Background: an optimization exercise with open tools, aiming at small area, a short achievable clock period and few clock cycles per item. Do not read the settings as production practice.
Only simulation tests tie the RTL to the original design; equivalence was not proved.
No activity file was given, so power comes from the tool's default toggle rates.

**flow/design.v**
```verilog
module sio_ctrl (
    input  wire        clk,
    input  wire        rst,           
    input  wire        req_valid,
    output wire        req_ready,
    input  wire [35:0] req_word,      
    output wire        rsp_valid,
    output wire [15:0] rsp_data,
    output wire        rsp_refused,
    output wire [1:0]  rsp_mode,
    output wire [1:0]  rsp_tmode,
    output wire        rsp_sock,
    output wire        ev_valid,
    input  wire        ev_ready,
    output wire [4:0]  ev_kind,
    output wire [47:0] ev_data,
    input  wire        ev_ok,
    input  wire [15:0] ev_rdata
);
    localparam [3:0] OP_WRCNT   = 4'h1,
                     OP_WSIOCNT = 4'h2,
                     OP_WDATA   = 4'h3,
                     OP_RDATA   = 4'h4,
                     OP_WOTHER  = 4'h5,
                     OP_RESET   = 4'h8,
                     OP_SETDRV  = 4'h9,
                     OP_DESTROY = 4'hA;
    localparam [1:0] T_IDLE = 2'd0, T_PARSE = 2'd1, T_SEND = 2'd2, T_RECV = 2'd3;
    localparam CAP_INIT = 0, CAP_DEINIT = 1, CAP_LOAD = 2, CAP_UNLOAD = 3, CAP_WREG = 4;
    localparam [4:0] EV_ATTACH        = 5'd1,
                     EV_INIT          = 5'd2,
                     EV_DEINIT        = 5'd3,
                     EV_LOAD          = 5'd4,
                     EV_UNLOAD        = 5'd5,
                     EV_DRVWR_RCNT    = 5'd6,
                     EV_DRVWR_SIOCNT  = 5'd7,
                     EV_DRVWR_OTHER   = 5'd8,
                     EV_RAISE_IRQ     = 5'd9,
                     EV_LOG_UNSUPP    = 5'd10,
                     EV_LOG_INITFAIL  = 5'd11,
                     EV_SOCK_CONNECT  = 5'd12,
                     EV_SOCK_SEND     = 5'd13,
                     EV_SOCK_SEND_HDR = 5'd14,
                     EV_SOCK_RECV     = 5'd15,
                     EV_SOCK_CLOSE    = 5'd16;
    reg  [1:0]  rc;             
    reg         s12;            
    reg         alive;
    reg  [15:0] drv0, drv1, drv2;
    reg  [4:0]  cap0, cap1, cap2;
    reg  [1:0]  tmode;
    reg  [7:0]  cursor;
    reg  [2:0]  code;           
    reg  [7:0]  b1, b2, b3, b4, b5, b6;
    reg  [15:0] len;
    reg         sock;
    reg  [15:0] sock_h;
    reg         r_valid;
    reg  [15:0] r_aux;
    reg  [15:0] r_data;
    reg  [6:0]  ev_list;        
    reg         r_noev;         
    reg         r_last;         
    reg         r_init;         
    reg         r_fail;         
    reg         r_refused;
    reg         r_conn;         
    reg         r_sd;           
    reg  [2:0]  r_k;            
    reg         r_dnz;          
    reg         r_mop;          
    reg         r_op2;          
    reg         r_des;          
    reg         r_al, r_ah;     
    reg         r_kp;           
    reg         r_k46;          
    reg         r_k7;           
    reg         r_s2, r_s3;     
    reg         r_ff;           
    reg         ev_v;
    reg  [4:0]  ev_k;
    reg  [2:0]  ev_e;           
    reg         ev_udl;         
    reg         ev_udh;         
    reg         ev_us;          
    reg         ev_uh;          
    reg         ev_uc;          
    reg         ev_uv;          
    reg         ev_uo;          
    wire fin  = r_valid & (r_noev | (ev_ready & r_last & (ev_ok | ~r_init)));
    wire xfer = ev_v & ev_ready;
    assign rsp_valid = fin;
    assign req_ready = ~r_valid | fin;
    wire take = req_valid & req_ready;
    assign ev_valid = ev_v;
    assign ev_kind  = ev_k;
    wire [15:0] drv_sel = ({16{ev_e[0]}} & drv0) | ({16{ev_e[1]}} & drv1) | ({16{ev_e[2]}} & drv2);
    assign ev_data[7:0]   = drv_sel[7:0] | ({8{ev_udl}} & r_data[7:0]) | ({8{ev_us}} & sock_h[7:0]) |
                            ({8{ev_uh}} & b2) | {7'h0, ev_uc};
    assign ev_data[15:8]  = drv_sel[15:8] | ({8{ev_udh}} & r_data[15:8]) | ({8{ev_us}} & sock_h[15:8]) |
                            ({8{ev_uh}} & b1);
    assign ev_data[31:16] = ({16{ev_uv}} & r_data) | ({16{ev_uh}} & {b5, b6}) | ({16{ev_uc}} & 16'h7F00);
    assign ev_data[47:32] = ({16{ev_uo}} & r_aux) | ({16{ev_uh}} & {b3, b4}) | ({16{ev_uc}} & 16'd3141);
    wire [15:0] rsp_keep = {{8{r_kp}}, r_k7, {3{r_k46}}, {4{r_kp}}};
    assign rsp_data = ({{8{r_ah}}, {8{r_al}}} & ev_rdata) | (rsp_keep & r_data) |
                      {16{r_ff}} | {12'h0, r_s3, r_s2, 2'b00};
    assign rsp_refused = r_refused;
    assign rsp_mode    = {rc[1], rc[1] ? rc[0] : s12};
    assign rsp_tmode   = tmode;
    assign rsp_sock    = r_conn ? ev_ok : sock;
    wire [3:0]  q_op   = req_word[35:32];
    wire [15:0] q_aux  = req_word[31:16];
    wire [15:0] q_data = req_word[15:0];
    wire [7:0]  q_b    = q_data[7:0];
    wire        commit = r_valid & r_sd & ~r_fail;
    wire [4:0]  ncaps  = r_dnz ? r_aux[8:4] : 5'd0;
    wire [4:0]  f_cap0 = (commit & r_k[0]) ? ncaps : cap0;
    wire [4:0]  f_cap1 = (commit & r_k[1]) ? ncaps : cap1;
    wire [4:0]  f_cap2 = (commit & r_k[2]) ? ncaps : cap2;
    wire        f_sock = (r_valid & r_conn) ? ev_ok : sock;
    wire op1 = (q_op == OP_WRCNT);
    wire op2 = (q_op == OP_WSIOCNT);
    wire op3 = (q_op == OP_WDATA);
    wire op4 = (q_op == OP_RDATA);
    wire op5 = (q_op == OP_WOTHER);
    wire op8 = (q_op == OP_RESET);
    wire op9 = (q_op == OP_SETDRV);
    wire opA = (q_op == OP_DESTROY);
    wire ok  = alive & (op1 | op2 | op3 | op4 | op5 | op8 | op9 | opA);
    wire g1  = alive & op1;
    wire g2  = alive & op2;
    wire g3  = alive & op3;
    wire g4  = alive & op4;
    wire g5  = alive & op5;
    wire g8  = alive & op8;
    wire g9  = alive & op9;
    wire gA  = alive & opA;
    wire [1:0]  mode = {rc[1], rc[1] ? rc[0] : s12};
    wire        a0 = ~rc[1];
    wire        a1 = rc[1] & ~rc[0];
    wire        a2 = rc[1] & rc[0];
    reg  [1:0]  nrc;
    reg         ns12;
    always @* begin
        nrc  = rc;
        ns12 = s12;
        if (g1) nrc = q_data[15:14];
        if (g2) ns12 = q_data[12];
        if (g8) begin nrc = 2'b10; ns12 = 1'b0; end
    end
    wire [1:0]  nmode = {nrc[1], nrc[1] ? nrc[0] : ns12};
    wire        n0 = ~nrc[1];
    wire        n1 = nrc[1] & ~nrc[0];
    wire        n2 = nrc[1] & nrc[0];
    wire        rd = (nmode != mode) | op8;
    wire [4:0]  acap = ({5{a0}} & f_cap0) | ({5{a1}} & f_cap1) | ({5{a2}} & f_cap2);
    wire [4:0]  ncap = ({5{n0}} & f_cap0) | ({5{n1}} & f_cap1) | ({5{n2}} & f_cap2);
    wire        q_norm = ~nmode[1];
    wire        q_mult = (nmode == 2'd2);
    wire        q_clr  = q_norm & q_data[7] & q_data[0];
    wire        q_irq  = q_clr & q_data[14];
    wire        sd_bad = q_aux[2];
    wire        k0 = ~q_aux[1];
    wire        k1 = q_aux[1] & ~q_aux[0];
    wire        k2 = q_aux[1] & q_aux[0];
    wire        k_act = (k0 & a0) | (k1 & a1) | (k2 & a2);
    wire [4:0]  kcap = ({5{k0}} & f_cap0) | ({5{k1}} & f_cap1) | ({5{k2}} & f_cap2);
    wire [4:0]  sd_caps = q_aux[8:4];
    wire        d_nz = |q_data;
    wire        c7    = (|cursor[7:3]) | (&cursor[2:0]);
    wire        c0    = (cursor == 8'd0);
    wire        is_fe = (q_b == 8'hFE);
    wire        disp  = (tmode == T_PARSE) & ~c0 & is_fe;
    wire        d_send = disp & (code == 3'd2) & c7 & f_sock;
    wire        d_recv = disp & (code == 3'd3) & f_sock;
    wire        d_conn = disp & (code == 3'd5) & c7 & ~f_sock;
    wire        d_clos = disp & (code == 3'd6) & f_sock;
    wire        rem_last = ~(|{b6, b5[7:1]});    
    wire        t_send = (tmode == T_SEND);
    wire        t_recv = (tmode == T_RECV);
    reg  [6:0]  q_list;
    always @* begin
        q_list = 7'd0;
        if (g1 | g2 | g8) begin
            q_list[0] = rd & acap[CAP_UNLOAD];
            q_list[1] = rd & ncap[CAP_LOAD];
        end
        if (g1 | g2 | g5)
            q_list[2] = ncap[CAP_WREG];
        if (g2)
            q_list[3] = ~ncap[CAP_WREG] & q_irq;
        if (g3)
            q_list[0] = t_send | d_send | d_conn | d_clos;
        if (g4)
            q_list[0] = t_recv;
        if (g9) begin
            q_list[0] = ~sd_bad & k_act & kcap[CAP_UNLOAD];
            q_list[1] = ~sd_bad & kcap[CAP_DEINIT];
            q_list[2] = ~sd_bad & d_nz;
            q_list[3] = ~sd_bad & d_nz & sd_caps[CAP_INIT];
            q_list[4] = ~sd_bad & d_nz & sd_caps[CAP_INIT] & sd_caps[CAP_DEINIT];
            q_list[5] = sd_bad | (d_nz & sd_caps[CAP_INIT]);
            q_list[6] = ~sd_bad & d_nz & k_act & sd_caps[CAP_LOAD];
        end
        if (gA) begin
            q_list[0] = acap[CAP_UNLOAD];
            q_list[1] = f_cap0[CAP_DEINIT];
            q_list[2] = f_cap1[CAP_DEINIT];
            q_list[3] = f_cap2[CAP_DEINIT];
            q_list[4] = f_sock;
        end
    end
    function [6:0] lowbit;
        input [6:0] l;
        begin
            lowbit = l & ~{l[5:0], 1'b0} & ~{l[4:0], 2'b0} & ~{l[3:0], 3'b0} &
                     ~{l[2:0], 4'b0} & ~{l[1:0], 5'b0} & ~{l[0], 6'b0};
        end
    endfunction
    wire [6:0] qf = lowbit(q_list);
    reg  [4:0] qf_kind;
    reg  [2:0] qf_e;
    reg        qf_udl, qf_udh, qf_us, qf_uh, qf_uc, qf_uv, qf_uo;
    always @* begin
        qf_kind = 5'd0;
        qf_e    = 3'd0;
        qf_udl  = 1'b0; qf_udh = 1'b0; qf_us = 1'b0; qf_uh = 1'b0;
        qf_uc   = 1'b0; qf_uv  = 1'b0; qf_uo = 1'b0;
        if (op1 | op2 | op8 | op5) begin
            if (qf[0]) begin qf_kind = EV_UNLOAD; qf_e = {a2, a1, a0}; end
            if (qf[1]) begin qf_kind = EV_LOAD;   qf_e = {n2, n1, n0}; end
            if (qf[2]) begin
                qf_kind = op1 ? EV_DRVWR_RCNT : op2 ? EV_DRVWR_SIOCNT : EV_DRVWR_OTHER;
                qf_e  = {n2, n1, n0};
                qf_uv = 1'b1;
                qf_uo = op5;
            end
            if (qf[3]) qf_kind = EV_RAISE_IRQ;
        end
        if (op3) begin
            if (t_send) begin
                qf_kind = EV_SOCK_SEND;
                qf_udl  = 1'b1;
            end else if (code == 3'd2) begin
                qf_kind = EV_SOCK_SEND_HDR;
                qf_uh   = 1'b1;
            end else if (code == 3'd5) begin
                qf_kind = EV_SOCK_CONNECT;
                qf_uc   = 1'b1;
            end else begin
                qf_kind = EV_SOCK_CLOSE;
                qf_us   = 1'b1;
            end
        end
        if (op4)
            qf_kind = EV_SOCK_RECV;
        if (op9) begin
            if (qf[0]) begin qf_kind = EV_UNLOAD; qf_e = {k2, k1, k0}; end
            if (qf[1]) begin qf_kind = EV_DEINIT; qf_e = {k2, k1, k0}; end
            if (qf[2]) begin qf_kind = EV_ATTACH; qf_udl = 1'b1; qf_udh = 1'b1; end
            if (qf[5]) qf_kind = EV_LOG_UNSUPP;
        end
        if (opA) begin
            if (qf[0]) begin qf_kind = EV_UNLOAD; qf_e = {a2, a1, a0}; end
            if (qf[1]) begin qf_kind = EV_DEINIT; qf_e = 3'b001; end
            if (qf[2]) begin qf_kind = EV_DEINIT; qf_e = 3'b010; end
            if (qf[3]) begin qf_kind = EV_DEINIT; qf_e = 3'b100; end
            if (qf[4]) begin qf_kind = EV_SOCK_CLOSE; qf_us = 1'b1; end
        end
    end
    wire [6:0] q_rest = q_list & ~qf;
    wire       qf_last = ~(|q_rest);
    wire [6:0] cur = lowbit(ev_list);
    reg  [6:0] rest;
    always @* begin
        rest = ev_list & ~cur;
        if (r_init) begin
            if (ev_ok) rest[5:4] = 2'b00;
            else       rest[6]   = 1'b0;
        end
    end
    wire [6:0] nx = lowbit(rest);
    wire       nx_init = r_sd & nx[3];
    wire [6:0] nx_rest = rest & ~nx;
    wire       nx_last = nx_init ? ~nx_rest[6] : ~(|nx_rest);
    reg  [4:0] nx_kind;
    reg  [2:0] nx_e;
    reg        nx_ud, nx_us;
    always @* begin
        nx_kind = 5'd0;
        nx_e    = 3'd0;
        nx_ud   = 1'b0;
        nx_us   = 1'b0;
        if (r_mop) begin
            if (nx[1]) begin nx_kind = EV_LOAD; nx_e = {a2, a1, a0}; end
            if (nx[2]) begin nx_kind = r_op2 ? EV_DRVWR_SIOCNT : EV_DRVWR_RCNT; nx_e = {a2, a1, a0}; end
            if (nx[3]) nx_kind = EV_RAISE_IRQ;
        end
        if (r_sd) begin
            if (nx[1]) begin nx_kind = EV_DEINIT; nx_e = r_k; end
            if (nx[2]) begin nx_kind = EV_ATTACH; nx_ud = 1'b1; end
            if (nx[3]) begin nx_kind = EV_INIT;   nx_ud = 1'b1; end
            if (nx[4]) begin nx_kind = EV_DEINIT; nx_ud = 1'b1; end
            if (nx[5]) nx_kind = EV_LOG_INITFAIL;
            if (nx[6]) begin nx_kind = EV_LOAD;   nx_ud = 1'b1; end
        end
        if (r_des) begin
            if (nx[1]) begin nx_kind = EV_DEINIT; nx_e = 3'b001; end
            if (nx[2]) begin nx_kind = EV_DEINIT; nx_e = 3'b010; end
            if (nx[3]) begin nx_kind = EV_DEINIT; nx_e = 3'b100; end
            if (nx[4]) begin nx_kind = EV_SOCK_CLOSE; nx_us = 1'b1; end
        end
    end
    wire [15:0] rem_dec = {b6, b5} - 16'd1;
    always @(posedge clk) begin
        if (rst) begin
            r_valid <= 1'b0;
            ev_v    <= 1'b0;
            r_fail  <= 1'b0;
            r_conn  <= 1'b0;
            r_sd    <= 1'b0;
            rc      <= 2'b10;
            s12     <= 1'b0;
            alive   <= 1'b1;
            cap0    <= 5'd0;
            cap1    <= 5'd0;
            cap2    <= 5'd0;
            tmode   <= T_IDLE;
            len     <= 16'h0;
            sock    <= 1'b0;
        end else begin
            if (fin & r_conn) begin
                sock <= ev_ok;
            end
            if (fin & commit) begin
                if (r_k[0]) cap0 <= ncaps;
                if (r_k[1]) cap1 <= ncaps;
                if (r_k[2]) cap2 <= ncaps;
            end
            if (take) begin
                r_valid <= 1'b1;
                ev_v    <= |q_list;
                r_fail  <= 1'b0;
                r_conn  <= g3 & d_conn;
                r_sd    <= g9 & ~sd_bad;
                rc  <= nrc;
                s12 <= ns12;
                if (gA) begin
                    alive <= 1'b0;
                    sock  <= 1'b0;
                end
                if (g3) begin
                    case (tmode)
                        T_IDLE:  if (q_b == 8'h89) tmode <= T_PARSE;
                        T_PARSE: begin
                            if (c0) begin
                                if (q_b[7:1] == 7'h00 || q_b[7:1] == 7'h7F) tmode <= T_IDLE;
                            end else if (is_fe) begin
                                tmode <= d_send ? T_SEND : d_recv ? T_RECV : T_IDLE;
                                if (d_clos) sock <= 1'b0;
                                if (d_send) len <= {b6, b5};
                            end else if (&cursor)
                                tmode <= T_IDLE;
                        end
                        T_SEND:  if (rem_last) tmode <= T_IDLE;
                        default: ;
                    endcase
                end
                if (g4 & t_recv & rem_last)
                    tmode <= T_IDLE;
            end else if (fin) begin
                r_valid <= 1'b0;
                ev_v    <= 1'b0;
            end else if (xfer) begin
                ev_v <= |rest;
                if (r_init & ~ev_ok)
                    r_fail <= 1'b1;
            end
        end
    end
    always @(posedge clk) begin
        if (fin & r_conn & ev_ok)
            sock_h <= ev_rdata;
        if (fin & commit) begin
            if (r_k[0]) drv0 <= r_data;
            if (r_k[1]) drv1 <= r_data;
            if (r_k[2]) drv2 <= r_data;
        end
        if (take) begin
            r_aux     <= q_aux;
            r_data    <= q_data;
            ev_list   <= q_list;
            r_noev    <= ~(|q_list);
            r_last    <= qf_last;
            r_init    <= 1'b0;
            r_refused <= ~ok;
            r_k       <= {k2, k1, k0};
            r_dnz     <= d_nz;
            r_mop     <= op1 | op2 | op8;
            r_op2     <= op2;
            r_des     <= opA;
            r_al  <= (g2 | g5) & ncap[CAP_WREG] | g4 & t_recv;
            r_ah  <= (g2 | g5) & ncap[CAP_WREG];
            r_kp  <= (g2 | g5) & ~ncap[CAP_WREG];
            r_k46 <= (g2 & ~q_mult | g5) & ~ncap[CAP_WREG];
            r_k7  <= (g2 & ~(q_norm & q_data[0]) | g5) & ~ncap[CAP_WREG];
            r_s2  <= g2 & ~ncap[CAP_WREG] & (q_norm | q_mult);
            r_s3  <= g2 & ~ncap[CAP_WREG] & q_mult;
            r_ff  <= g4 & ~t_recv;
            ev_k   <= qf_kind;
            ev_e   <= qf_e;
            ev_udl <= qf_udl;
            ev_udh <= qf_udh;
            ev_us  <= qf_us;
            ev_uh  <= qf_uh;
            ev_uc  <= qf_uc;
            ev_uv  <= qf_uv;
            ev_uo  <= qf_uo;
        end else if (xfer & ~fin) begin
            ev_list <= rest;
            r_last  <= nx_last;
            r_init  <= nx_init;
            ev_k    <= nx_kind;
            ev_e    <= nx_e;
            ev_udl  <= nx_ud;
            ev_udh  <= nx_ud;
            ev_us   <= nx_us;
            ev_uh   <= 1'b0;
            ev_uc   <= 1'b0;
            ev_uv   <= r_mop & nx[2];
            ev_uo   <= 1'b0;
        end
        if (take & g3) begin
            if (tmode == T_IDLE)
                cursor <= 8'd0;
            else if (tmode == T_PARSE) begin
                if (c0) begin
                    if (q_b[7:3] == 5'd0 && q_b[2:1] != 2'b00) begin
                        code   <= q_b[2:0];
                        cursor <= 8'd1;
                    end
                end else if (~is_fe)
                    cursor <= cursor + 8'd1;
            end
        end
        if (take & g3 & (tmode == T_PARSE) & ~c0 & ~is_fe) begin
            if (cursor == 8'd1) b1 <= q_b;
            if (cursor == 8'd2) b2 <= q_b;
            if (cursor == 8'd3) b3 <= q_b;
            if (cursor == 8'd4) b4 <= q_b;
            if (cursor == 8'd5) b5 <= q_b;
            if (cursor == 8'd6) b6 <= q_b;
        end else if (take & g3 & d_recv)
            {b6, b5} <= len;
        else if (take & ((g3 & t_send) | (g4 & t_recv)))
            {b6, b5} <= rem_dec;
    end
endmodule
```
**flow/run.sh**
```bash
#!/bin/bash
# synth_recipe.tcl (not shown) runs the flow's synth.tcl, then flattens the netlist and writes it again
# the make line also repeats each setting of config.mk as NAME=value (left out here)
make -C /OpenROAD-flow-scripts/flow DESIGN_CONFIG=/design/flow/config.mk WORK_HOME=/design/flow/orfs CLKGATE_MAP_FILE= SYNTH_SCRIPT=/design/flow/synth_recipe.tcl finish
```
**flow/config.mk**
```make
export PLATFORM = sky130hd
export DESIGN_NAME = sio_ctrl
export DESIGN_NICKNAME = sio_ctrl
export VERILOG_FILES = /design/flow/design.v
export SDC_FILE = /design/flow/constraint.sdc
export NUM_CORES = 4
export LEC_CHECK = 0
export CAP_MARGIN = 20
export CORE_MARGIN = 2
export CORE_UTILIZATION = 40
export PLACE_DENSITY = 0.6
export SETUP_SLACK_MARGIN = 2.0
export SLEW_MARGIN = 20
```
**flow/constraint.sdc**
```tcl
create_clock -name core_clock -period 6.0 [get_ports {clk}]
set_input_delay 1.2000 -clock core_clock [delete_from_list [all_inputs] [get_ports {clk}]]
set_output_delay 1.2000 -clock core_clock [all_outputs]
set_load 0.01 [all_outputs]
```
==> load_flow_metrics.sql, run 1 <==
INSERT INTO impl_metrics (metric_group, metric, value, unit) VALUES
('logic_synthesis', 'post_synth.cell_area_avg', '10.8', 'sq um'),
('worst_setup_path', 'cp_cell_sequence', 'clkdlybuf4s50_1 > nand2b_4 > a31oi_4 > nand2_1 > clkdlybuf4s50_1', ''),
('clock_tree', 'clock_tree_from_tritoncts', 'done', ''),
('floorplanning', 'initial_utilization', '0.406', ''),
('worst_setup_path', 'critPathSlowestCell', 'sky130_fd_sc_hd__clkdlybuf4s50_1', ''),
('hold_path', 'min-delay-path-class', 'reg -> reg', ''),
('finish', 'final_design_area_no_fill', '14300', 'sq um'),
('worst_setup_path', 'critical_path_peak_fanout', '4', ''),
('logic_synthesis', 'syn-cell-area', '11700', 'sq um'),
('sta', 'finClkSkew', '0.0176', 'ns'),
('floorplanning', 'die_area', '30500', 'sq um'),
('global_route', 'first_pass_grt_wire_length', '56500', 'um'),
('sta', 'max_clock_freq', '257', 'MHz'),
('logic_synthesis', 'netlist.top_cell.by_area', 'sky130_fd_sc_hd__edfxtp_1', ''),
('global_route', 'antenna_found_initial', '0', ''),
('sta', 'slew_limit_headroom', '0.416', ''),
('finish', 'final_cell_count_no_fill', '1600', ''),
('sta', 'max_slew.worst_pin.slew', '0.864', 'ns'),
('floorplanning', 'fp.coreArea', '28700', 'sq um'),
('worst_setup_path', 'required', '4.80', 'ns'),
('place', 'buffer_ports.inserted', '134', ''),
('power_and_ir_drop', 'static-leakage-power', '5.10', 'nW'),
('logic_synthesis', 'total_of_flip_flops_plus_latches_after_synthesis', '236', ''),
('power_and_ir_drop', 'power_per_cell_area', '261', 'nW/um^2'),
('global_route', 'grt_start_max_net_pins', '59', ''),
('worst_setup_path', 'critical-path-top-cell-by-count', 'sky130_fd_sc_hd__clkdlybuf4s50_1', ''),
('sta', 'setup_viol_count_final', '0', ''),
('sta', 'setup-tns-final', '0', 'ns'),
('logic_synthesis', 'ys_dominant_reg_cell', 'sky130_fd_sc_hd__edfxtp_1', ''),
('clock_tree', 'tritoncts.num_buffers', '26', ''),
('logic_synthesis', 'postSynthCellCount', '1079', ''),
('clock_tree', 'cts.clk_slew.worst_paths', '0.06', 'ns'),
('global_route', 'grt.overflow.total', '0', ''),
('drt', 'drc', '0', ''),
('logic_synthesis', 'yosys.cell_types.count', '71', ''),
('power_and_ir_drop', 'peakVddDrop', '184', 'uV'),
('finish', 'nNetsFinal', '1263', ''),
('logic_synthesis', 'synth_sequential_area_ratio', '0.573', ''),
('finish', 'antennaDiodeCount', '0', ''),
('global_route', 'grtUsageTotal', '0.243', ''),
('clock_tree', 'clk_buf_depth', '3', ''),
('sta', 'final_period_minus_worst_setup_slack', '3.89', 'ns'),
('finish', 'area.growth.synth_to_final', '22.4', '%'),
('hold_path', 'hold_path_startpoint', 'cap0[1]', ''),
('place', 'hpwlAfterDp', '26600', 'um'),
('drt', 'detail_route.wl_per_cell', '23.5', 'um'),
('place', 'placedInstanceArea', '13400', 'sq um'),
('sta', 'final_min_period_over_clock_period', '0.648', ''),
('drt', 'dr.pass1.iters', '7', ''),
('floorplanning', 'row_count', '62', ''),
('place', 'place_congestion', '0.905', ''),
('logic_synthesis', 'synth_enable_flop_cells', '195', ''),
('clock_tree', 'tritoncts_sink_count', '236', ''),
('floorplanning', 'die_x', '175', 'um'),
('status', 'run_status', 'finished clean', ''),
('sta', 'hold_violations', '0', ''),
('clock_tree', 'clk-insertion-delay-late', '0.54', 'ns'),
('logic_synthesis', 'ys_warn_count', '1', ''),
('clock_tree', 'cts_hold_buf', '0', ''),
('worst_setup_path', 'setup.worst_path.start', 'ev_ok', ''),
('worst_setup_path', 'critical_path_arrival', '2.69', 'ns'),
('logic_synthesis', 'synth-async-reset-ratio', '0', ''),
('place', 'dp_cells', '1551', ''),
('clock_tree', 'clk_root_buffer_cell', 'sky130_fd_sc_hd__clkbuf_16', ''),
('run', 'drv_cap', '0', ''),
('worst_setup_path', 'cp-end-kind', 'primary output', ''),
('drt', 'iter_0_drt_violations', '883', ''),
('sta', 'slew_violations', '0', ''),
('drt', 'detail_route.vias_per_cell', '5.86', ''),
('worst_setup_path', 'critical_path.startpoint_type', 'primary input', ''),
('drt', 'drt_wl_total', '37700', 'um');
## timing repair
action                     CTS  global route
buffers inserted             1             0
resized for setup           16            30
pin swaps                    1             1
setup endpoints to repair   49            38
## cells by family after synthesis
family	synth area share
AND/OR/NAND/NOR	0.162
AO/OA/AOI/OAI	0.169
flip-flops	0.573
buffers and inverters	0.0313
multiplexers	0.0354
XOR/XNOR	0.0188
adder cells (fa/ha/maj)	0.0107
## per-layer routing
layer  track usage  routed length (um)  vias to the layer above
met3        0.0463                3230                       58
met4        0.0660                 895                        0
met1         0.345               16400                     4582
li1              -                   -                     4311
met2         0.381               17100                      426
met5             0                   0                        -
## metrics by stage
| step | worst slack [ns] | power (W) | hold WS, ns |
|---|---|---|---|
| finish | 2.11 | 0.00373 | 0.484 |
| global placement | 1.10 | 0.00229 | 0.462 |
| floorplan | 2.14 | 0.00207 | 0.450 |
| CTS | 1.92 | 0.00375 | 0.480 |
| detailed placement | 1.07 | 0.00229 | 0.470 |
| global route | 1.97 | 0.00384 | 0.497 |
## worst max-delay path: cells and delay by family
kind / cells / cell delay [ns]
buffers and inverters: 2 / 1.09
AND/OR/NAND/NOR: 2 / 0.32
AO/OA/AOI/OAI: 1 / 0.08
## power breakdown
part	leakage (nW)	internal, W	switching (W)
logic	2.57	0.000179	0.000202
registers	2.16	0.00181	0.0000724
clock network	0.368	0.000829	0.000630
## synthesized netlist by cell type (13+ instances only)
cell type	instances
sky130_fd_sc_hd__nand2_1	121
sky130_fd_sc_hd__and3_1	14
sky130_fd_sc_hd__nor2b_1	13
sky130_fd_sc_hd__nand2b_1	14
sky130_fd_sc_hd__dfxtp_1	41
sky130_fd_sc_hd__edfxtp_1	195
sky130_fd_sc_hd__a21oi_1	43
sky130_fd_sc_hd__a22oi_1	47
sky130_fd_sc_hd__xnor2_1	14
sky130_fd_sc_hd__a22o_1	20
sky130_fd_sc_hd__nand3_1	42
sky130_fd_sc_hd__nor2_1	101
sky130_fd_sc_hd__mux2i_1	39
sky130_fd_sc_hd__o21ai_0	70
sky130_fd_sc_hd__a221o_1	28
sky130_fd_sc_hd__nor3_1	22
sky130_fd_sc_hd__inv_1	21
sky130_fd_sc_hd__clkbuf_1	53
## cell usage in the layout (no fill, tap or decap), types with 11 or more instances in the layout
| cell | synthesis | routed |
|---|---|---|
| sky130_fd_sc_hd__a21oi_1 | 43 | 41 |
| sky130_fd_sc_hd__a221o_1 | 28 | 28 |
| sky130_fd_sc_hd__a22o_1 | 20 | 20 |
| sky130_fd_sc_hd__a22oi_1 | 47 | 47 |
| sky130_fd_sc_hd__and2_1 | 12 | 12 |
| sky130_fd_sc_hd__and3_1 | 14 | 14 |
| sky130_fd_sc_hd__buf_4 | 3 | 23 |
| sky130_fd_sc_hd__clkbuf_1 | 53 | 14 |
| sky130_fd_sc_hd__clkbuf_16 | 0 | 27 |
| sky130_fd_sc_hd__clkdlybuf4s50_1 | 0 | 122 |
| sky130_fd_sc_hd__dfxtp_1 | 41 | 40 |
| sky130_fd_sc_hd__edfxtp_1 | 195 | 195 |
| sky130_fd_sc_hd__inv_1 | 21 | 20 |
| sky130_fd_sc_hd__mux2i_1 | 39 | 37 |
| sky130_fd_sc_hd__nand2_1 | 121 | 120 |
| sky130_fd_sc_hd__nand2b_1 | 14 | 13 |
| sky130_fd_sc_hd__nand3_1 | 42 | 42 |
| sky130_fd_sc_hd__nor2_1 | 101 | 95 |
| sky130_fd_sc_hd__nor2b_1 | 13 | 12 |
| sky130_fd_sc_hd__nor3_1 | 22 | 19 |
| sky130_fd_sc_hd__o211ai_1 | 12 | 12 |
| sky130_fd_sc_hd__o21ai_0 | 70 | 70 |
| sky130_fd_sc_hd__xnor2_1 | 14 | 14 |
| sky130_fd_sc_hd__xor2_1 | 11 | 11 |
## flip-flops by register name, summed over array words and instances (netlist names), 4 cells and up
name / count
b6: 8
r_data: 16
drv1: 16
b4: 8
cap1: 4
ev_list: 7
len: 16
ev_k: 5
sock_h: 16
drv0: 16
b5: 8
r_aux: 16
b1: 8
cap0: 4
b3: 8
cap2: 4
drv2: 16
cursor: 8
b2: 8
## cell type report
| type | instances | area (sq um) | share of cell area |
|---|---|---|---|
| clock inverter | 7 | 35.0 | 0.00246 |
| sequential | 236 | 6680 | 0.468 |
| clock buffer | 41 | 728 | 0.0510 |
| timing repair buffer | 158 | 1520 | 0.107 |
| multi-input combinational | 753 | 4740 | 0.332 |
| tap | 384 | 480 | 0.0337 |
| inverter | 21 | 80.1 | 0.00561 |
## path summary, 6_finish.rpt
path / end / slack [ns] / depth (start not counted)
max: req_ready / 2.11 / 5
min: cap0[1] / 0.48 / 2
max reg2reg: ev_k[1] / 2.34 / 10
min reg2reg: cap0[1] / 0.48 / 2
Testbench counts, summed over its fixed seeds: cycles 26,843, items 25,959.
==> inputs of run 2 (changes only) <==
--- a/flow/config.mk
+++ b/flow/config.mk
@@ -9,5 +9,4 @@
 export CORE_MARGIN = 2
 export CORE_UTILIZATION = 40
 export PLACE_DENSITY = 0.6
-export SETUP_SLACK_MARGIN = 2.0
 export SLEW_MARGIN = 20
==> load_flow_metrics.sql, run 2 <==
INSERT INTO impl_metrics (metric_group, metric, value, unit) VALUES
('logic_synthesis', 'total_of_flip_flops_plus_latches_after_synthesis', '236', ''),
('worst_setup_path', 'critical-path-top-cell-by-count', 'sky130_fd_sc_hd__or2_1', ''),
('drt', 'iter_0_drt_violations', '999', ''),
('clock_tree', 'clk-insertion-delay-late', '0.54', 'ns'),
('global_route', 'grt_pass1_vias', '8964', ''),
('worst_setup_path', 'rr_endpoint', 'ev_k[1]', ''),
('sta', 'max_clock_freq', '219', 'MHz'),
('floorplanning', 'fp.coreArea', '28700', 'sq um'),
('sta', 'finClkSkew', '0.0251', 'ns'),
('worst_setup_path', 'critical_path.startpoint_type', 'primary input', ''),
('power_and_ir_drop', 'power_switching_share', '0.242', ''),
('worst_setup_path', 'cp-end-kind', 'flop', ''),
('drt', 'drt-met1-wl', '16800', 'um'),
('finish', 'mostFrequentLayoutCell', 'sky130_fd_sc_hd__edfxtp_1', ''),
('finish', 'nFillCells', '2608', ''),
('sta', 'fin_ws', '1.43', 'ns'),
('clock_tree', 'cts_resized', '0', ''),
('drt', 'drc', '0', ''),
('finish', 'drive_above_1_share', '0.0739', ''),
('floorplanning', 'die_area', '30500', 'sq um'),
('logic_synthesis', 'post_synth_most_frequent_cells', '195 x sky130_fd_sc_hd__edfxtp_1, 121 x sky130_fd_sc_hd__nand2_1, 101 x sky130_fd_sc_hd__nor2_1', ''),
('logic_synthesis', 'nets_in_the_synthesized_netlist', '1146', ''),
('place', 'buffer_ports.inserted', '134', ''),
('clock_tree', 'cts_hold_buf', '0', ''),
('drt', 'dr.pass1.iters', '5', ''),
('worst_setup_path', 'critical_path.n_buffers_inverters', '1', ''),
('sta', 'max_slew.worst_pin.slew', '0.860', 'ns'),
('logic_synthesis', 'synth_sequential_area_ratio', '0.573', ''),
('floorplanning', 'initial_utilization', '0.406', ''),
('global_route', 'grt.overflow.total', '0', ''),
('clock_tree', 'tritoncts_sink_count', '236', ''),
('global_route', 'grtUsageTotal', '0.242', ''),
('logic_synthesis', 'yosys.cell_types.count', '71', ''),
('sta', 'final_min_period_over_clock_period', '0.762', ''),
('global_route', 'grt_start_max_net_pins', '41', ''),
('logic_synthesis', 'syn-cell-area', '11700', 'sq um'),
('power_and_ir_drop', 'power_per_cell_area', '272', 'nW/um^2'),
('logic_synthesis', 'post_synth.cell_area_avg', '10.8', 'sq um'),
('worst_setup_path', 'path_class', 'in -> reg', ''),
('power_and_ir_drop', 'power.internal', '0.00295', 'W'),
('drt', 'detailroute.via_count', '9411', ''),
('status', 'run_status', 'finished clean', ''),
('worst_setup_path', 'critical-path-top-delay-family', 'simple AND/OR/NAND/NOR gates', ''),
('hold_path', 'whs_path_depth', '2', ''),
('worst_setup_path', 'regToRegSetupSlack', '1.90', 'ns'),
('drt', 'detail_route.wl_per_cell', '23.5', 'um'),
('sta', 'hold_violations', '0', ''),
('worst_setup_path', 'required', '6.29', 'ns'),
('clock_tree', 'tritoncts.num_buffers', '26', ''),
('clock_tree', 'clock_tree_from_tritoncts', 'done', ''),
('sta', 'grt_setup_unrepaired', 'no', ''),
('clock_tree', 'clock_tree.htree_level_count', '1', ''),
('worst_setup_path', 'critical_path_peak_fanout', '19', ''),
('worst_setup_path', 'cp_cell_sequence', 'clkdlybuf4s50_1 > nor2_2 > and3_1 > or2_1 > o31ai_2 > nor4b_1 > or3_1 > or2_1 > or2_1 > o211ai_1 > o21ai_1', ''),
('drt', 'wl_met2', '16900', 'um'),
('hold_path', 'min-delay-path-class', 'reg -> reg', ''),
('clock_tree', 'cts.clk_slew.worst_paths', '0.06', 'ns'),
('run', 'drv_cap', '0', ''),
('logic_synthesis', 'most_numerous_cell_in_the_yosys_netlist', 'sky130_fd_sc_hd__edfxtp_1', ''),
('floorplanning', 'io_pins', '135', ''),
('finish', 'area.growth.synth_to_final', '22.6', '%'),
('clock_tree', 'clk_buf_depth', '3', ''),
('drt', 'detail_route.vias_per_cell', '5.87', ''),
('drt', 'postRouteAntennaNets', '0', ''),
('drt', 'topmost_layer_with_routed_signal_wires', 'met4', ''),
('place', 'preCtsSetupSlack', '0.911', 'ns'),
('logic_synthesis', 'ys_warn_count', '1', ''),
('place', 'dp_cells', '1554', ''),
('logic_synthesis', 'ys_dominant_reg_cell', 'sky130_fd_sc_hd__edfxtp_1', ''),
('finish', 'antennaDiodeCount', '0', ''),
('place', 'place_congestion', '0.896', ''),
('worst_setup_path', 'critical_path_arrival', '4.86', 'ns'),
('sta', 'final_period_minus_worst_setup_slack', '4.57', 'ns'),
('power_and_ir_drop', 'peakVddDrop', '204', 'uV'),
('sta', 'setup_viol_count_final', '0', ''),
('drt', 'drt_wl_total', '37600', 'um'),
('finish', 'final_cell_count_no_fill', '1602', ''),
('logic_synthesis', 'netlist.area_leader.share', '0.502', ''),
('floorplanning', 'row_count', '62', ''),
('logic_synthesis', 'netlist_top_cells_area', 'sky130_fd_sc_hd__edfxtp_1 50%, sky130_fd_sc_hd__dfxtp_1 7.0%, sky130_fd_sc_hd__nand2_1 3.9%, sky130_fd_sc_hd__mux2i_1 3.3%, sky130_fd_sc_hd__nor2_1 3.3%', ''),
('power_and_ir_drop', 'power.clock.fraction', '0.418', ''),
('logic_synthesis', 'postSynthCellCount', '1079', ''),
('sta', 'final.hold.worst_slack', '0.483', 'ns'),
('worst_setup_path', 'critical_path_depth', '11', ''),
('logic_synthesis', 'synth-async-reset-ratio', '0', ''),
('floorplanning', 'die_x', '175', 'um'),
('finish', 'nNetsFinal', '1265', ''),
('logic_synthesis', 'synth_enable_flop_cells', '195', ''),
('floorplanning', 'fp.dieH', '175', 'um'),
('worst_setup_path', 'timing.rr.start', 'r_sd', ''),
('clock_tree', 'clk_root_buffer_cell', 'sky130_fd_sc_hd__clkbuf_16', ''),
('logic_synthesis', 'netlist.top_cell.by_area', 'sky130_fd_sc_hd__edfxtp_1', ''),
('worst_setup_path', 'critPathSlowestCell', 'sky130_fd_sc_hd__clkdlybuf4s50_1', ''),
('drt', 'route.met3.wl', '3150', 'um'),
('sta', 'slew_violations', '0', ''),
('hold_path', 'hold_path_startpoint', 'cap0[3]', ''),
('global_route', 'first_pass_grt_wire_length', '56300', 'um'),
('global_route', 'antenna_found_initial', '0', ''),
('worst_setup_path', 'reg2regPathDepth', '10', ''),
('place', 'hpwlAfterDp', '26800', 'um'),
('worst_setup_path', 'critPathMaxStageDelay', '0.87', 'ns'),
('power_and_ir_drop', 'power.switching', '0.000941', 'W'),
('power_and_ir_drop', 'seqPwrFrac', '0.485', ''),
('sta', 'setup-tns-final', '0', 'ns'),
('clock_tree', 'cts_post_setup_buffers_inserted', '0', ''),
('power_and_ir_drop', 'static-leakage-power', '5.07', 'nW'),
('finish', 'final_cell_mix', '195 x sky130_fd_sc_hd__edfxtp_1, 134 x sky130_fd_sc_hd__clkdlybuf4s50_1, 121 x sky130_fd_sc_hd__nand2_1, 98 x sky130_fd_sc_hd__nor2_1, 70 x sky130_fd_sc_hd__o21ai_0', ''),
('power_and_ir_drop', 'comb_power_share', '0.097', ''),
('sta', 'slew_limit_headroom', '0.426', ''),
('hold_path', 'hold_end', 'cap0[3]', '');
[run 2: logic make-up after synthesis]
group	after synthesis	share of synthesized area
fa+ha+maj	10	0.0107
xor+xnor	25	0.0188
flops	236	0.573
buf+inv	90	0.0313
compound gates	283	0.169
simple gates	394	0.162
mux	41	0.0354
[run 2: worst max path at each step]
stage	startpoint	end	slack (ns)
after floorplan	ev_ok	ev_e[1]	1.71
after global placement	req_word[33]	ev_k[1]	1.01
after detailed placement	req_word[33]	ev_k[1]	0.91
after CTS	req_word[33]	ev_k[1]	1.45
after global routing	req_word[33]	ev_k[1]	1.22
final	req_word[33]	ev_k[1]	1.43
[run 2: area by class of cell]
cell class / instances / area [sq um] / share of cell area
multi-input cells: 753 / 4630 / 0.324
well taps: 384 / 480 / 0.0336
clock buffers: 31 / 691 / 0.0483
repair buffers: 160 / 1560 / 0.109
inverters: 21 / 80.1 / 0.00560
clock inverters: 17 / 180 / 0.0126
flip-flops and latches: 236 / 6680 / 0.467
[run 2: power by group through the flow]
| stage | Clock (W) | Combinational [W] | Sequential, W |
|---|---|---|---|
| after floorplan | 0 | 0.000207 | 0.00186 |
| after global placement | 0 | 0.000373 | 0.00192 |
| after detailed placement | 0 | 0.000376 | 0.00192 |
| after CTS | 0.00164 | 0.000378 | 0.00188 |
| after global routing | 0.00171 | 0.000407 | 0.00189 |
| final | 0.00163 | 0.000378 | 0.00188 |
[run 2: worst reg2reg max path, stage by stage (launching register included)]
cell	delay (ns)
sky130_fd_sc_hd__dfxtp_1	0.73
sky130_fd_sc_hd__nand4b_1	0.51
sky130_fd_sc_hd__mux2_2	0.45
sky130_fd_sc_hd__o211a_1	0.29
sky130_fd_sc_hd__a311o_1	0.41
sky130_fd_sc_hd__a21oi_2	0.46
sky130_fd_sc_hd__nand3_1	0.14
sky130_fd_sc_hd__buf_4	0.21
sky130_fd_sc_hd__or2_1	0.36
sky130_fd_sc_hd__o211ai_1	0.22
sky130_fd_sc_hd__o21ai_1	0.08
[run 2: per-layer routing]
| layer | up-vias | GRT usage |
|---|---|---|
| met3 | 42 | 0.0363 |
| met5 | - | 0 |
| met4 | 0 | 0.0545 |
| met1 | 4578 | 0.355 |
| met2 | 467 | 0.381 |
| li1 | 4324 | - |
[run 2: through the flow]
| step | instance area [sq um] | power [W] | util |
|---|---|---|---|
| 3_5_place_dp | 13400 | 0.00229 | 0.468 |
| 4_1_cts | 14300 | 0.00390 | 0.498 |
| 3_3_place_gp | 13400 | 0.00229 | 0.467 |
| 5_1_grt | 14300 | 0.00400 | 0.498 |
| 6_report | 14300 | 0.00389 | 0.498 |
| 2_1_floorplan | 11700 | 0.00207 | - |
==> inputs of run 3 (changes only) <==
==> flow/flow/run.sh (new file) <==
#!/bin/bash
# Standard layout, with the port buffers made from the smallest buffer cell
# (repair_timing and repair_design upsize them where timing needs it).
set -euo pipefail
export BUFFER_PORTS_ARGS="-buffer_cell sky130_fd_sc_hd__buf_1"
bash standard.sh > standard_flow.log 2>&1
==> flow/standard.sh (new file) <==
#!/bin/bash
# synth_recipe.tcl (not shown) runs the flow's synth.tcl, then flattens the netlist and writes it again
# the make line also repeats each setting of config.mk as NAME=value (left out here)
make -C /OpenROAD-flow-scripts/flow DESIGN_CONFIG=/design/flow/config.mk WORK_HOME=/design/flow/orfs CLKGATE_MAP_FILE= SYNTH_SCRIPT=/design/flow/synth_recipe.tcl "${@:-finish}"
removed: flow/run.sh
==> load_flow_metrics.sql, run 3 <==
INSERT INTO impl_metrics (metric_group, metric, value, unit) VALUES
('clock_tree', 'tritoncts.num_buffers', '26', ''),
('drt', 'drc', '0', ''),
('logic_synthesis', 'synthAdderAreaFrac', '0.0107', ''),
('finish', 'nNetsFinal', '1251', ''),
('global_route', 'grtUsageTotal', '0.237', ''),
('worst_setup_path', 'cp-end-kind', 'flop', ''),
('logic_synthesis', 'ys_dominant_reg_cell', 'sky130_fd_sc_hd__edfxtp_1', ''),
('finish', 'mostFrequentLayoutCell', 'sky130_fd_sc_hd__edfxtp_1', ''),
('finish', 'final_design_area_no_fill', '13300', 'sq um'),
('worst_setup_path', 'rr_endpoint', 'ev_k[1]', ''),
('worst_setup_path', 'critical_path_peak_fanout', '19', ''),
('logic_synthesis', 'netlist_top_cells_area', 'sky130_fd_sc_hd__edfxtp_1 50%, sky130_fd_sc_hd__dfxtp_1 7.0%, sky130_fd_sc_hd__nand2_1 3.9%, sky130_fd_sc_hd__mux2i_1 3.3%, sky130_fd_sc_hd__nor2_1 3.3%', ''),
('drt', 'drt_wl_total', '37000', 'um'),
('clock_tree', 'clk-insertion-delay-late', '0.53', 'ns'),
('clock_tree', 'cts_hold_buf', '0', ''),
('sta', 'slew_violations', '0', ''),
('global_route', 'grt_pass1_vias', '8711', ''),
('logic_synthesis', 'synth_enable_flop_cells', '195', ''),
('sta', 'max_clock_freq', '229', 'MHz'),
('worst_setup_path', 'required', '6.29', 'ns'),
('logic_synthesis', 'synth_sequential_area_ratio', '0.573', ''),
('worst_setup_path', 'cp_cell_sequence', 'buf_1 > nor2_2 > a31oi_1 > or2_1 > mux2i_1 > mux2i_1 > a21oi_2 > nand3_1 > or2_1 > o211ai_1 > o21ai_1', ''),
('logic_synthesis', 'ys_warn_count', '1', ''),
('finish', 'layout.area.seq', '6680', 'sq um'),
('finish', 'area.growth.synth_to_final', '13.9', '%'),
('global_route', 'grt.overflow.total', '0', ''),
('logic_synthesis', 'post_synth.cell_area_avg', '10.8', 'sq um'),
('logic_synthesis', 'most_numerous_cell_in_the_yosys_netlist', 'sky130_fd_sc_hd__edfxtp_1', ''),
('finish', 'final_core_utilization', '0.462', ''),
('drt', 'dr.pass1.iters', '6', ''),
('drt', 'detailroute.via_count', '9407', ''),
('clock_tree', 'clock_tree.htree_level_count', '1', ''),
('status', 'run_status', 'finished clean', ''),
('place', 'placedInstanceArea', '12500', 'sq um'),
('worst_setup_path', 'timing.rr.start', 'r_sd', ''),
('finish', 'area_occupied_by_multi_input_gates', '4630', 'sq um'),
('hold_path', 'hold_end', 'cap0[3]', ''),
('logic_synthesis', 'postSynthCellCount', '1079', ''),
('logic_synthesis', 'nets_in_the_synthesized_netlist', '1146', ''),
('drt', 'iter_0_drt_violations', '1039', ''),
('clock_tree', 'cts_resized', '0', ''),
('clock_tree', 'cts.clk_slew.worst_paths', '0.07', 'ns'),
('floorplanning', 'initial_utilization', '0.406', ''),
('floorplanning', 'die_x', '175', 'um'),
('logic_synthesis', 'synth.area.mux_share', '0.0354', ''),
('sta', 'final_min_period_over_clock_period', '0.728', ''),
('worst_setup_path', 'critPathSlowestCell', 'sky130_fd_sc_hd__buf_1', ''),
('logic_synthesis', 'post_synth_most_frequent_cells', '195 x sky130_fd_sc_hd__edfxtp_1, 121 x sky130_fd_sc_hd__nand2_1, 101 x sky130_fd_sc_hd__nor2_1', ''),
('hold_path', 'whs_path_depth', '2', ''),
('power_and_ir_drop', 'power.clock.fraction', '0.413', ''),
('logic_synthesis', 'dominant_combinational_cell_family_by_area_after_synthesis', 'compound AO/OA/AOI/OAI gates', ''),
('drt', 'detail_route.vias_per_cell', '5.93', ''),
('worst_setup_path', 'critPathMaxStageDelay', '0.52', 'ns'),
('floorplanning', 'fp.coreArea', '28700', 'sq um'),
('logic_synthesis', 'netlist.area_leader.share', '0.502', ''),
('logic_synthesis', 'total_of_flip_flops_plus_latches_after_synthesis', '236', ''),
('floorplanning', 'fp.dieH', '175', 'um'),
('sta', 'grt_setup_unrepaired', 'no', ''),
('logic_synthesis', 'syn-cell-area', '11700', 'sq um'),
('logic_synthesis', 'yosys.cell_types.count', '71', ''),
('floorplanning', 'io_pins', '135', ''),
('global_route', 'first_pass_grt_wire_length', '55400', 'um'),
('logic_synthesis', 'post_synth_xor_area_fraction', '0.0188', ''),
('power_and_ir_drop', 'static-leakage-power', '4.60', 'nW'),
('clock_tree', 'cts_post_setup_buffers_inserted', '0', ''),
('place', 'buffer_ports.inserted', '134', ''),
('clock_tree', 'clk_buf_depth', '3', ''),
('hold_path', 'min-delay-path-class', 'reg -> reg', ''),
('power_and_ir_drop', 'power.internal', '0.00280', 'W'),
('power_and_ir_drop', 'power_per_cell_area', '280', 'nW/um^2'),
('logic_synthesis', 'yosys.area_share.simple', '0.162', '');
## run 3: cell types whose count changed in the layout (fill, tap and decap cells not counted), sizes merged
cell	delta
clkinvlp	-3
buf	+119
bufinv	-1
clkdlybuf4s50	-134
clkinv	+1
clkbuf	+2
## run 3: per-stage QoR
step	std cells	worst slack (ns)	power, W
after floorplan	1079	1.71	0.00207
after global placement	1540	1.29	0.00221
after detailed placement	1540	1.17	0.00221
after CTS	1586	1.72	0.00372
after global routing	1586	1.39	0.00383
final	1586	1.63	0.00372
## run 3: cell type report
class	count	area share
Inverter	21	0.00603
Clock inverter	14	0.0101
Multi-Input combinational cell	753	0.349
Clock buffer	32	0.0507
Sequential cell	236	0.503
Timing Repair Buffer	146	0.0451
Tap cell	384	0.0362
## run 3: critical path: cells and delay by family
kind                   cells  cell delay, ns
multiplexers               2            0.50
buffers and inverters      1            0.52
AND/OR/NAND/NOR            4            1.43
AO/OA/AOI/OAI              4            0.99
## run 3: power groups by stage
stage | registers, W | clock network, W | logic, W
detailed placement | 0.00192 | 0 | 0.000296
global route | 0.00189 | 0.00162 | 0.000324
floorplan | 0.00186 | 0 | 0.000207
global placement | 0.00192 | 0 | 0.000296
finish | 0.00188 | 0.00153 | 0.000298
CTS | 0.00188 | 0.00154 | 0.000298
## run 3: worst max-delay path by stage
stage / from / to / slack, ns / cells after the start
after floorplan: ev_ok / ev_e[1] / 1.71 / 8
after global placement: req_word[33] / ev_k[1] / 1.29 / 11
after detailed placement: req_word[33] / ev_k[1] / 1.17 / 11
after CTS: req_word[33] / ev_k[1] / 1.72 / 11
after global routing: req_word[33] / ev_k[1] / 1.39 / 11
final: req_word[33] / ev_k[1] / 1.63 / 11
## run 3: kinds of logic (layout without fill, tap and decap cells)
| logic type | after synthesis | count (layout) |
|---|---|---|
| xor+xnor | 25 | 25 |
| simple gates | 394 | 394 |
| fa+ha+maj | 10 | 10 |
| buf+inv | 90 | 213 |
| compound gates | 283 | 283 |
| flops | 236 | 236 |
| mux | 41 | 41 |
## run 3: per-layer routing
metal,wire (um),vias up,track usage
met4,665,0,0.0517
li1,-,4292,-
met5,0,-,0
met3,3020,50,0.0279
met1,16700,4594,0.358
met2,16700,471,0.365

## re-timing with driven ports
No port has a modelled driver above. Below, the same layouts with a new extraction and two added sets of constraints. Step 1 assumes that a clkbuf_16 drives the clock port and a buf_2 every other input. Step 2 also shifts input and output timing later by t, the mid clock arrival at the registers, as if the neighbouring blocks saw the same clock. a / b / c = ideal / step 1 / step 2; a / b = the first two.
run | t, ns | slack for setup (ns) | clock arrival spread, ns | slew at the worst register clock pin (ns) | worst data-port slew with drivers (ns)
run 1 | 0.579 | 2.111 / 2.088 / 1.643 | 0.018 / 0.018 | 0.07 / 0.07 | 0.05
run 2 | 0.579 | 1.430 / 1.461 / 0.882 | 0.025 / 0.025 | 0.07 / 0.07 | 0.04
run 3 | 0.575 | 1.634 / 1.664 / 1.088 | 0.016 / 0.015 | 0.07 / 0.07 | 0.04
After both steps setup and hold are still met in every run listed. For run 2, which loses most, drivers alone change the setup slack by +0.031 ns; drivers and shift together by -0.548 ns.
